This is an optimization exercise on Yosys and OpenROAD, whose aim is small area, a short achievable clock period and few clock cycles per item, not a production implementation. At most, simulation tests tie the RTL to the original design; equivalence was not proved. No activity file was given, so power comes from the tool's default toggle rates.

==> flow/design.v <==
module rtp_h264_depkt (
    input  wire       clk,
    input  wire       rst,
    input  wire       cfg_strict_f,
    input  wire       cfg_zero_byte,
    input  wire       in_valid,
    output wire       in_ready,
    input  wire [7:0] in_data,
    input  wire       in_last,
    output reg        out_valid,
    input  wire       out_ready,
    output reg  [7:0] out_data,
    output wire       res_valid,
    output reg  [2:0] res_cause,
    output wire [4:0] res_flags
);
    localparam [2:0] C_OK         = 3'd0;
    localparam [2:0] C_SHORT      = 3'd1;
    localparam [2:0] C_FBIT       = 3'd2;
    localparam [2:0] C_TRUNC_DON  = 3'd3;
    localparam [2:0] C_TRUNC_SIZE = 3'd4;
    localparam [2:0] C_TRUNC_EXTRA= 3'd5;
    localparam [2:0] C_ZERO_SIZE  = 3'd6;
    localparam [2:0] C_TRUNC_UNIT = 3'd7;
    localparam [3:0] S_IDLE    = 4'd0;    
    localparam [3:0] S_FU_HDR  = 4'd1;    
    localparam [3:0] S_COPY    = 4'd2;    
    localparam [3:0] S_SZ0     = 4'd3;    
    localparam [3:0] S_SZ1     = 4'd4;    
    localparam [3:0] S_UHDR    = 4'd5;    
    localparam [3:0] S_UNIT    = 4'd6;    
    localparam [3:0] S_UNIT_F  = 4'd7;    
    localparam [3:0] S_FUB_DON = 4'd8;    
    localparam [3:0] S_AG_DON  = 4'd9;    
    localparam [3:0] S_EXT     = 4'd10;   
    localparam [3:0] S_DRAIN   = 4'd11;   
    reg  [3:0]  state;
    reg         first;       
    reg         u_z3;        
    reg         u_go;        
    reg         mtap;        
    reg         m24;         
    reg  [1:0]  cnt;         
    reg         ow_z2, ow_z1, ow_01, ow_h;
    reg  [15:0] remain;      
    reg  [4:0]  sflags;      
    reg         res_pend;    
    reg         h_rdy;       
    reg         h_rdy_e;     
    reg         h_res;       
    reg         h_res_e;     
    function [4:0] classify(input [4:0] ty);
        case (ty)
            5'd1: classify = 5'b01000;
            5'd5: classify = 5'b10000;
            5'd6: classify = 5'b00100;
            5'd7: classify = 5'b00001;
            5'd8: classify = 5'b00010;
            default: classify = 5'b00000;
        endcase
    endfunction
    wire [4:0] t0 = in_data[4:0];
    wire t_single = (t0 != 5'd0) && !(t0[4] && t0[3]);
    wire zb_app   = cfg_zero_byte && ((t0 == 5'd6) || (t0 == 5'd7) || (t0 == 5'd8));
    wire uf       = cfg_strict_f && in_data[7];
    wire d_zero   = (in_data == 8'd0);
    wire hi0      = (remain[15:8] == 8'd0);
    wire rem1     = (remain == 16'd1);
    wire szz      = (remain == 16'd0);
    wire sz_z     = hi0 && d_zero;
    wire st_idle  = (state == S_IDLE);
    wire st_uhdr  = (state == S_UHDR);
    wire o_free   = !out_valid || out_ready;    
    assign in_ready  = h_rdy_e || (h_rdy && out_ready);
    wire   take      = in_valid && in_ready;
    assign res_valid = h_res_e || (h_res && out_ready);
    assign res_flags = (res_cause == C_OK) ? sflags : 5'd0;
    reg       push;
    reg [7:0] push_val;
    always @(*) begin
        push     = 1'b0;
        push_val = in_data;
        case (state)
            S_IDLE:   begin push = t_single;   push_val = 8'h00; end
            S_FU_HDR: begin push = in_data[7]; push_val = 8'h00; end
            S_SZ0, S_SZ1: begin push = 1'b1;   push_val = 8'h00; end
            S_UHDR, S_COPY, S_UNIT, S_UNIT_F: push = 1'b1;
            default: ;
        endcase
    end
    reg [2:0] cause;
    always @(*) begin
        case (state)
            S_FUB_DON: cause = cnt[0] ? C_OK : C_TRUNC_DON;
            S_SZ0:     cause = C_TRUNC_SIZE;
            S_SZ1:     cause = mtap ? C_TRUNC_EXTRA : sz_z ? C_ZERO_SIZE : C_TRUNC_UNIT;
            S_EXT:     cause = (cnt != 2'd3) ? C_TRUNC_EXTRA : szz ? C_ZERO_SIZE : C_TRUNC_UNIT;
            S_UHDR:    cause = !rem1 ? C_TRUNC_UNIT : uf ? C_FBIT : C_OK;
            S_UNIT:    cause = !rem1 ? C_TRUNC_UNIT : C_OK;
            S_UNIT_F:  cause = !rem1 ? C_TRUNC_UNIT : C_FBIT;
            S_DRAIN:   cause = {cnt[0], cnt[0] | cnt[1], 1'b0};
            default:   cause = C_OK;
        endcase
        if (st_idle || first)
            cause = C_SHORT;
    end
    wire [4:0] flags_now = st_uhdr ? (sflags | classify(t0)) : sflags;
    wire in_body = st_uhdr || state == S_UNIT || state == S_UNIT_F;
    wire u_code = st_uhdr && !u_go;
    wire u_z    = zb_app && !u_z3;           
    always @(posedge clk) begin
        if (o_free)
            out_data <= ow_h ? ((ow_z1 || ow_z2) ? 8'h00 : ow_01 ? 8'h01 : remain[7:0]) :
                        u_code ? {7'd0, !u_z} : push_val;
        if (st_idle && !ow_h) begin
            remain[7:0] <= in_data;
            mtap   <= (t0 == 5'd26) || (t0 == 5'd27);
            m24    <= (t0 == 5'd27) || (t0 == 5'd29);
        end
        if (st_idle && take)
            sflags <= classify(t0);
        if (state == S_FU_HDR) begin
            remain[4:0] <= t0;
            sflags      <= in_data[7] ? classify(t0) : 5'd0;
        end
        if (st_uhdr && in_valid)
            sflags <= flags_now;
        if (state == S_SZ0)
            remain[15:8] <= in_data;
        if (state == S_SZ1)
            remain[7:0] <= in_data;
        if (in_body && take)
            remain <= remain - 16'd1;
        if (take && in_last) begin
            res_cause <= cause;
        end
    end
    reg [3:0] n_state;
    reg       n_out_valid, n_res_pend, n_first, n_u_z3, n_u_go;
    reg [1:0] n_cnt;
    reg [3:0] n_ow;
    always @(*) begin
        n_state     = state;
        n_out_valid = out_valid;
        n_res_pend  = res_pend;
        n_first     = first;
        n_cnt       = cnt;
        n_ow        = {ow_z2, ow_z1, ow_01, ow_h};
        n_u_z3      = u_z3;
        n_u_go      = u_go;
        if (rst) begin
            n_u_z3      = 1'b0;
            n_u_go      = 1'b0;
            n_state     = S_IDLE;
            n_out_valid = 1'b0;
            n_res_pend  = 1'b0;
            n_ow = 4'b0000;
        end else begin
            if (out_ready)
                n_out_valid = 1'b0;
            if (res_valid)
                n_res_pend = 1'b0;
            if (ow_h && o_free) begin
                n_out_valid = 1'b1;
                n_ow = {1'b0, ow_z2, ow_z1, ow_01};
            end
            if (u_code && in_valid && o_free) begin
                n_out_valid = 1'b1;
                if (u_z)
                    n_u_z3 = 1'b1;
                else
                    n_u_go = 1'b1;
            end
            if (take) begin
                if (push)
                    n_out_valid = 1'b1;
                n_first = st_idle;
                case (state)
                    S_IDLE: begin
                        n_cnt = 2'd0;
                        if (uf) begin
                            n_cnt   = 2'd2;
                            n_state = S_DRAIN;
                        end else if (t_single) begin
                            n_ow = {zb_app, 3'b111};
                            n_state = S_COPY;
                        end else if (t0 == 5'd24)
                            n_state = S_SZ0;
                        else if (t0 == 5'd25 || t0 == 5'd26 || t0 == 5'd27)
                            n_state = S_AG_DON;
                        else if (t0 == 5'd28 || t0 == 5'd29)
                            n_state = S_FU_HDR;
                        else
                            n_state = S_DRAIN;
                    end
                    S_FU_HDR: begin
                        if (in_data[7])
                            n_ow = 4'b0111;
                        n_state = m24 ? S_FUB_DON : S_COPY;
                    end
                    S_FUB_DON: begin
                        n_cnt = 2'd1;
                        if (cnt[0])
                            n_state = S_COPY;
                    end
                    S_AG_DON: begin
                        n_cnt = 2'd1;
                        if (cnt[0])
                            n_state = S_SZ0;
                    end
                    S_SZ0:
                        n_state = S_SZ1;
                    S_SZ1: begin
                        n_cnt = m24 ? 2'd0 : 2'd1;
                        if (mtap)
                            n_state = S_EXT;
                        else if (sz_z) begin
                            n_cnt   = 2'd1;
                            n_state = S_DRAIN;
                        end else
                            n_state = S_UHDR;
                    end
                    S_EXT: begin
                        n_cnt = cnt + 2'd1;
                        if (cnt == 2'd3) begin
                            if (szz) begin
                                n_cnt   = 2'd1;
                                n_state = S_DRAIN;
                            end else
                                n_state = S_UHDR;
                        end
                    end
                    S_UHDR, S_UNIT, S_UNIT_F: begin
                        n_u_z3 = 1'b0;
                        n_u_go = 1'b0;
                        if (rem1) begin
                            if (st_uhdr ? uf : (state == S_UNIT_F)) begin
                                n_cnt   = 2'd2;
                                n_state = S_DRAIN;
                            end else
                                n_state = S_SZ0;
                        end else if (st_uhdr)
                            n_state = uf ? S_UNIT_F : S_UNIT;
                    end
                    default: ;
                endcase
                if (in_last) begin
                    n_state    = S_IDLE;
                    n_res_pend = 1'b1;
                end
            end
        end
    end
    always @(posedge clk) begin
        state     <= n_state;
        out_valid <= n_out_valid;
        res_pend  <= n_res_pend;
        first     <= n_first;
        cnt       <= n_cnt;
        {ow_z2, ow_z1, ow_01, ow_h} <= n_ow;
        u_z3      <= n_u_z3;
        u_go      <= n_u_go;
        h_rdy     <= !n_ow[0] && !(n_state == S_UHDR && !n_u_go);
        h_rdy_e   <= !n_ow[0] && !(n_state == S_UHDR && !n_u_go) && !n_out_valid;
        h_res     <= n_res_pend && !n_ow[0];
        h_res_e   <= n_res_pend && !n_ow[0] && !n_out_valid;
    end
endmodule
clock: 5.0 ns
lec_check: 0
cap_margin: 20
core_margin: 2
core_utilization: 60
setup_slack_margin: 2.6
slew_margin: 20
standard.sh (not shown) runs the stock make flow with config.mk's settings and CLKGATE_MAP_FILE= SYNTH_SCRIPT=/design/flow/synth_recipe.tcl, a recipe that flattens the netlist after the stock synthesis.
==> flow/flow/run.sh <==
#!/bin/bash
# The standard layout (standard.sh, unchanged synthesis and steps), with the
# port buffers that placement inserts made of sky130_fd_sc_hd__buf_1 instead
# of the resizer's default pick; timing repair still sizes them up where a
# path needs it. make's full output goes to flow_make.log here, and ORFS
# keeps each step's log under orfs/logs/.
set -euo pipefail
export BUFFER_PORTS_ARGS="-buffer_cell sky130_fd_sc_hd__buf_1"
bash standard.sh finish > flow_make.log 2>&1
Testbench counts at the start, summed over its fixed seeds: cycles 180,227, in bytes 177,094.
Edit:
--- a/flow/design.v
+++ b/flow/design.v
@@ -102,12 +102,20 @@
             default:   cause = C_OK;
         endcase
         if (st_idle || first)
             cause = C_SHORT;
     end
     wire [4:0] flags_now = st_uhdr ? (sflags | classify(t0)) : sflags;
+    wire [15:0] zlow;
+    wire [15:0] dec16;
+    genvar gi;
+    assign zlow[0] = 1'b1;
+    generate for (gi = 1; gi < 16; gi = gi + 1) begin : g_z
+        assign zlow[gi] = zlow[gi-1] && !remain[gi-1];
+    end endgenerate
+    assign dec16 = remain ^ zlow;
     wire in_body = st_uhdr || state == S_UNIT || state == S_UNIT_F;
     wire u_code = st_uhdr && !u_go;
     wire u_z    = zb_app && !u_z3;           
     always @(posedge clk) begin
         if (o_free)
             out_data <= ow_h ? ((ow_z1 || ow_z2) ? 8'h00 : ow_01 ? 8'h01 : remain[7:0]) :
@@ -127,13 +135,13 @@
             sflags <= flags_now;
         if (state == S_SZ0)
             remain[15:8] <= in_data;
         if (state == S_SZ1)
             remain[7:0] <= in_data;
         if (in_body && take)
-            remain <= remain - 16'd1;
+            remain <= dec16;
         if (take && in_last) begin
             res_cause <= cause;
         end
     end
     reg [3:0] n_state;
     reg       n_out_valid, n_res_pend, n_first, n_u_z3, n_u_go;
The changed run ran to the end with no violations.
Setup slack degrades by 620 ps.
First-iteration DRC count climbs by 14%.
Final cell count falls by 1.1%.
Design area rises by 5.9%.
Clock-buffer cell count goes up by 2.
Die area went down by 1.1%.
Global-route usage is higher by 1.4 points.
Sequential power decreases by about 3%.
Area after synthesis decreases by 1.1%.
Utilization rose by 7.4 points.
Via count rose by 2.2%.
Routed wire length came out higher by 5.2%.
Function not checked in the second run of this note: the RTL went through the layout flow alone.

## afterwards: timing with drivers on the ports
In the flow no input, the clock included, has a driving cell. The finished layouts below were timed again as built, in two steps.
Step 1 sets driving cells, clkbuf_16 on the clock port and buf_2 on the other inputs (assumed; they add their load-dependent delay and slew).
Step 2 times the ports against the registers' clock, not the clock port: input delays grow and output delays shrink by t, the midpoint of the rising clock arrivals with the driver on.
Three values: no drivers, after step 1, after step 2; two values: the first two.
| run | t, ns | setup WS [ns] | worst hold slack (ns) | latest minus earliest clock arrival (ns) |
|---|---|---|---|---|
| the first run | 0.337 | 2.545 / 2.502 / 2.284 | 0.524 / 0.524 / 0.524 | 0.009 / 0.008 |
| the second run | 0.340 | 1.925 / 1.925 / 1.925 | 0.528 / 0.528 / 0.528 | 0.014 / 0.014 |
After both steps every run listed still meets setup and hold. The setup slack of the first run, which loses most, moves by -0.043 ns with the drivers and by -0.261 ns with both steps.
